Background: an optimization exercise with open tools, aiming at small area and a short achievable clock period. Do not read the settings as production practice.
The RTL was checked by simulation tests, not by an equivalence proof against the original design.

==> inputs of run F <==
// fixed_point_field_packer
module fixed_point_field_packer #(
    parameter W_REGION = 4
) (
    input  wire                clk,
    input  wire                rst,           
    input  wire                req_valid,
    input  wire [31:0]         cmd,
    input  wire [63:0]         a,
    input  wire [63:0]         b,
    input  wire [63:0]         f_pt,
    input  wire [63:0]         f_eta,
    input  wire [63:0]         f_phi,
    input  wire [63:0]         f_hoe,
    input  wire [63:0]         f_hoeflag,
    input  wire [63:0]         f_iso,
    input  wire [63:0]         f_isoflag,
    input  wire [63:0]         f_fb,
    input  wire [63:0]         f_timing,
    input  wire [63:0]         f_shapeflag,
    input  wire [63:0]         f_brems,
    input  wire [W_REGION-1:0] f_region,
    output reg                 rsp_valid,
    output reg                 o_illegal,
    output wire [63:0]         o_word,
    output wire [W_REGION-1:0] o_region,
    output wire [64:0]         o_ival,
    output reg                 o_sign,
    output wire [63:0]         o_mag,
    output wire                o_ok,
    output wire [31:0]         o_fval,
    output wire [11:0]         d_pt,
    output wire [31:0]         d_ptfloat,
    output wire [15:0]         d_eta,
    output wire [15:0]         d_phi,
    output wire [15:0]         d_etatc,
    output wire [15:0]         d_phitc,
    output wire                d_etasign,
    output wire                d_phisign,
    output wire [6:0]          d_etamag,
    output wire [5:0]          d_phimag,
    output wire [3:0]          d_hoe,
    output wire [1:0]          d_hoeflag,
    output wire [2:0]          d_iso,
    output wire [1:0]          d_isoflag,
    output wire [5:0]          d_fb,
    output wire [4:0]          d_timing,
    output wire [1:0]          d_shapeflag,
    output wire [1:0]          d_brems,
    output wire                d_isostandalone,
    output wire                d_isoloosetrack,
    output wire                d_shapestandalone,
    output wire                d_shapeloosetrack,
    output wire [W_REGION-1:0] d_region,
    output wire [31:0]         e_hwpt,
    output wire [15:0]         e_hweta,
    output wire [15:0]         e_hwphi,
    output wire                e_isembigger,
    output wire [2:0]          e_hoecode,
    output wire [31:0]         e_hwempt
);
export LEC_CHECK = 0
export ABC_AREA = 1
export CAP_MARGIN = 20
export CORE_AREA = 2.3 2.72 431.02 429.76
export DIE_AREA = 0 0 433.33 433.33
export PLACE_DENSITY = 0.6
export SLEW_MARGIN = 20
create_clock -name core_clock -period 180.0 [get_ports {clk}]
standard.sh (not shown) runs the stock make flow with config.mk's settings and CLKGATE_MAP_FILE= SYNTH_SCRIPT=/design/flow/synth_recipe.tcl, a recipe that flattens the netlist after the stock synthesis.
==> flow/flow/run.sh <==
#!/bin/bash
# Own layout flow: the standard flow, except
#  - technology mapping by ABC without its blanket up-sizing (flow/abc_area.script),
#  - the smallest buffer cell on the input and output ports,
#  - timing repair aiming at a shorter period than the clock's, so that only
#    the critical paths get larger cells.
# Each tool's output goes to a log of its own in this folder.
set -euo pipefail
here=$(pwd)
margin=124
rm -rf "$here/scripts_own"
cp -r "$FLOW_HOME/scripts" "$here/scripts_own"
cp "$here/flow/abc_area.script" "$here/scripts_own/abc_area.script"
bash standard.sh SCRIPTS_DIR="$here/scripts_own" synth > "$here/synth.log" 2>&1
bash standard.sh "BUFFER_PORTS_ARGS=-buffer_cell sky130_fd_sc_hd__buf_1" \
    "SETUP_SLACK_MARGIN=$margin" finish > "$here/layout.log" 2>&1
==> flow/flow/abc_area.script <==
strash
dch
map -B 0.9
topo
stime -c
==> run Y: changes against run F <==
--- a/flow/design.v
+++ b/flow/design.v
@@ -37,46 +37,14 @@
 endmodule
 module fpfp_divconst (
     input  wire [2:0] h,
     output wire [7:0] inj,
     output wire [6:0] t7
 );
-    genvar i;
-    generate
-        for (i = 0; i < 8; i = i + 1) begin : g_inj
-            assign inj[i] = (h == 3'd7 - i);
-        end
-        for (i = 0; i < 7; i = i + 1) begin : g_t7
-            assign t7[i] = (h >= 3'd7 - i);
-        end
-    endgenerate
-endmodule
-module fpfp_addsmall #(
-    parameter W = 31
-) (
-    input  wire [W-1:0] x,
-    input  wire [3:0]   d,        
-    output reg  [W-1:0] y
-);
-    wire [4:0] lo = {2'b00, x[2:0]} + {d[3], d};
-    wire       inc = ~lo[4] & lo[3];             
-    wire       dec = lo[4];                      
-    reg [W-1:0] hi_ones, hi_zeros;      
-    integer k, j;
-    always @* begin
-        y[2:0] = lo[2:0];
-        for (k = 3; k < W; k = k + 1) begin
-            hi_ones[k] = 1'b1; hi_zeros[k] = 1'b1;
-            for (j = 3; j < k; j = j + 1) begin
-                hi_ones[k]  = hi_ones[k] & x[j];
-                hi_zeros[k] = hi_zeros[k] & ~x[j];
-            end
-            y[k] = x[k] ^ ((inc & hi_ones[k]) | (dec & hi_zeros[k]));
-        end
-        hi_ones[2:0] = 3'd0; hi_zeros[2:0] = 3'd0;
-    end
+    assign inj = 8'd1 << (3'd7 - h);
+    assign t7  = ~(inj[6:0] - 7'd1);
 endmodule
 module fpfp_frac_fin (
     input  wire        s,
     input  wire [7:0]  e,
     input  wire [23:0] M,        
     input  wire [2:0]  h,
@@ -87,38 +55,34 @@
 );
     wire        e_ff   = &e;
     wire        fz     = ~|M[22:0];
     wire        t_nan  = e_ff & ~fz;
     wire        t_inf  = e_ff & fz;
     wire        t_zero = ~M[23] & fz;
-    wire [3:0]  eh     = {1'b0, e[2:0]} + {1'b0, h};
-    wire        ovf    = (&e[7:3]) & (eh >= 4'd7);        
+    wire        ovf    = ({1'b0, e} + {6'd0, h}) >= 9'd255;
     wire        e1     = ~|e[7:1];
     wire [6:0]  hm    = ~(7'h7F >> h);
     wire        caseA = e1 | (|(M[22:16] & hm));
     wire [2:0]  wl  = {M[0], 2'b00} - Z[2:0] - {2'd0, nz};
     wire        lsb = caseA ? wl[2] : wl[1];
     wire        g   = caseA ? wl[1] : wl[0];
     wire        st  = caseA ? (wl[0] | nz) : nz;
     wire        rup = g & (st | lsb);
     wire [24:0] zh   = caseA ? {1'b0, Z[25:3], 1'b0} : {Z[25:3], 2'b00};
     wire [1:0]  zl   = caseA ? {1'b0, Z[2]} : Z[2:1];
     wire        zc   = caseA ? ((|Z[1:0]) | nz) : (Z[0] | nz);
     wire [24:0] Mc   = caseA ? {1'b0, M} : {M, 1'b0};
-    wire [7:0]  ebase = e1 ? 8'd0 : (e - {6'd0, ~caseA, caseA});
-    wire [3:0]  dl    = {3'd0, rup} - {3'd0, zc} - {2'd0, zl};      
-    wire [24:0] ym     = Mc - zh;
-    wire [30:0] fr_hi  = {ebase + {6'd0, ym[24:23]}, ym[22:0]};
-    wire [30:0] fr_mag;
-    fpfp_addsmall #(.W(31)) u_fr (.x(fr_hi), .d(dl), .y(fr_mag));
-    wire [24:0] diff;
-    fpfp_addsmall #(.W(25)) u_df (.x(zh), .d(4'd0 - dl), .y(diff));
+    wire [7:0]  ebase = e1 ? 8'd0 : (caseA ? e - 8'd1 : e - 8'd2);
+    wire [30:0] fr_hi  = {ebase, 23'd0} + {6'd0, Mc} - {6'd0, zh};
+    wire [3:0]  dl     = {3'd0, rup} - {3'd0, zc} - {2'd0, zl};      
+    wire [30:0] fr_mag = fr_hi + {{27{dl[3]}}, dl};
+    wire [24:0] diff = zh - {{21{dl[3]}}, dl};
     wire [7:0]  elim = ebase;
-    wire [2:0]  sh   = ((elim[7:3] == 5'd0) && (elim[2:0] < h)) ? elim[2:0] : h;
+    wire [2:0]  sh   = (elim < {5'd0, h}) ? elim[2:0] : h;
     wire [24:0] dn   = diff << sh;
-    wire [30:0] sub_mag = {(elim - {5'd0, sh}) + {6'd0, dn[24:23]}, dn[22:0]};
+    wire [30:0] sub_mag = {elim - {5'd0, sh}, 23'd0} + {6'd0, dn};
     wire        dnz  = |diff;
     reg [31:0] fr, sb;
     always @* begin
         if (t_nan)       fr = 32'h7FC00000;
         else if (t_inf)  fr = {s, 8'hFF, 23'd0};
         else if (t_zero) fr = {s, 31'd0};
@@ -188,13 +152,13 @@
     output wire [15:0]         e_hweta,
     output wire [15:0]         e_hwphi,
     output wire                e_isembigger,
     output wire [2:0]          e_hoecode,
     output wire [31:0]         e_hwempt
 );
-    localparam KDIV = 8;    
+    localparam KDIV = 10;    
     localparam OP_EXTU  = 5'h00, OP_EXTSM = 5'h01, OP_EXTTC = 5'h02,
                OP_PACKU = 5'h03, OP_SMENC = 5'h04, OP_SMDEC = 5'h05,
                OP_ENCPF = 5'h08, OP_ENCV1 = 5'h09, OP_ENCV2 = 5'h0A,
                OP_ENCV3 = 5'h0B, OP_DECPF = 5'h0C, OP_DECV1 = 5'h0D,
                OP_DECV2 = 5'h0E, OP_DECV3 = 5'h0F, OP_CHKPF = 5'h10,
                OP_CHKV1 = 5'h11, OP_CHKV2 = 5'h12, OP_CHKV3 = 5'h13,
--- a/flow/flow/run.sh
+++ b/flow/flow/run.sh
@@ -4,13 +4,13 @@
 #  - the smallest buffer cell on the input and output ports,
 #  - timing repair aiming at a shorter period than the clock's, so that only
 #    the critical paths get larger cells.
 # Each tool's output goes to a log of its own in this folder.
 set -euo pipefail
 here=$(pwd)
-margin=124
+margin=${REPAIR_MARGIN:-132}
 rm -rf "$here/scripts_own"
 cp -r "$FLOW_HOME/scripts" "$here/scripts_own"
 cp "$here/flow/abc_area.script" "$here/scripts_own/abc_area.script"
 bash standard.sh SCRIPTS_DIR="$here/scripts_own" synth > "$here/synth.log" 2>&1
 bash standard.sh "BUFFER_PORTS_ARGS=-buffer_cell sky130_fd_sc_hd__buf_1" \
     "SETUP_SLACK_MARGIN=$margin" finish > "$here/layout.log" 2>&1
--- a/flow/config.mk
+++ b/flow/config.mk
@@ -6,8 +6,8 @@
 export NUM_CORES = 4
 export LEC_CHECK = 0
 export ABC_AREA = 1
 export CAP_MARGIN = 20
 export CORE_AREA = 2.3 2.72 431.02 429.76
 export DIE_AREA = 0 0 433.33 433.33
-export PLACE_DENSITY = 0.6
+export PLACE_DENSITY = 0.35
 export SLEW_MARGIN = 20
==> notes.md <==
- Run Y completed without violations. Run F went through all stages and came out clean.
- Of run F and run Y, run Y has the higher area after synthesis (gap about 2.2%, measured against run Y).
- Of run Y and run F, run F has the higher hold slack (gap 0.014 ns).
- Against run F, the via count of run Y is larger by about 0.44%.
- In run F the sequential cell count is higher than in run Y, by 2.
- Cell area: run F is smaller than run Y (about 12%).
- Against run F, the cell count of run Y is higher by about 2%.
- Die area is the same in run F and run Y.

[separate check: timing with driven ports]
Ports are ideal in the flow. The routed layouts listed here were re-timed in OpenROAD.
Step 1 sets driving cells, clkbuf_16 on the clock port and buf_2 on the other inputs (assumed; they add their load-dependent delay and slew).
Step 2 also shifts input and output timing later by t, the mid clock arrival at the registers, as if the neighbouring blocks saw the same clock.
Slacks: ideal / step 1 / step 2; pairs: ideal / step 1.
| run | shift t [ns] | setup WS [ns] | clock arrival spread, ns | slew at the worst register clock pin (ns) | worst slew at a driven data input, ns |
|---|---|---|---|---|---|
| run F | 0.488 | 125.610 / 125.535 / 126.023 | 0.053 / 0.053 | 0.12 / 0.12 | 0.27 |
| run Y | 0.483 | 127.976 / 127.921 / 128.404 | 0.035 / 0.035 | 0.11 / 0.11 | 0.18 |
After both steps every run listed still meets setup and hold.
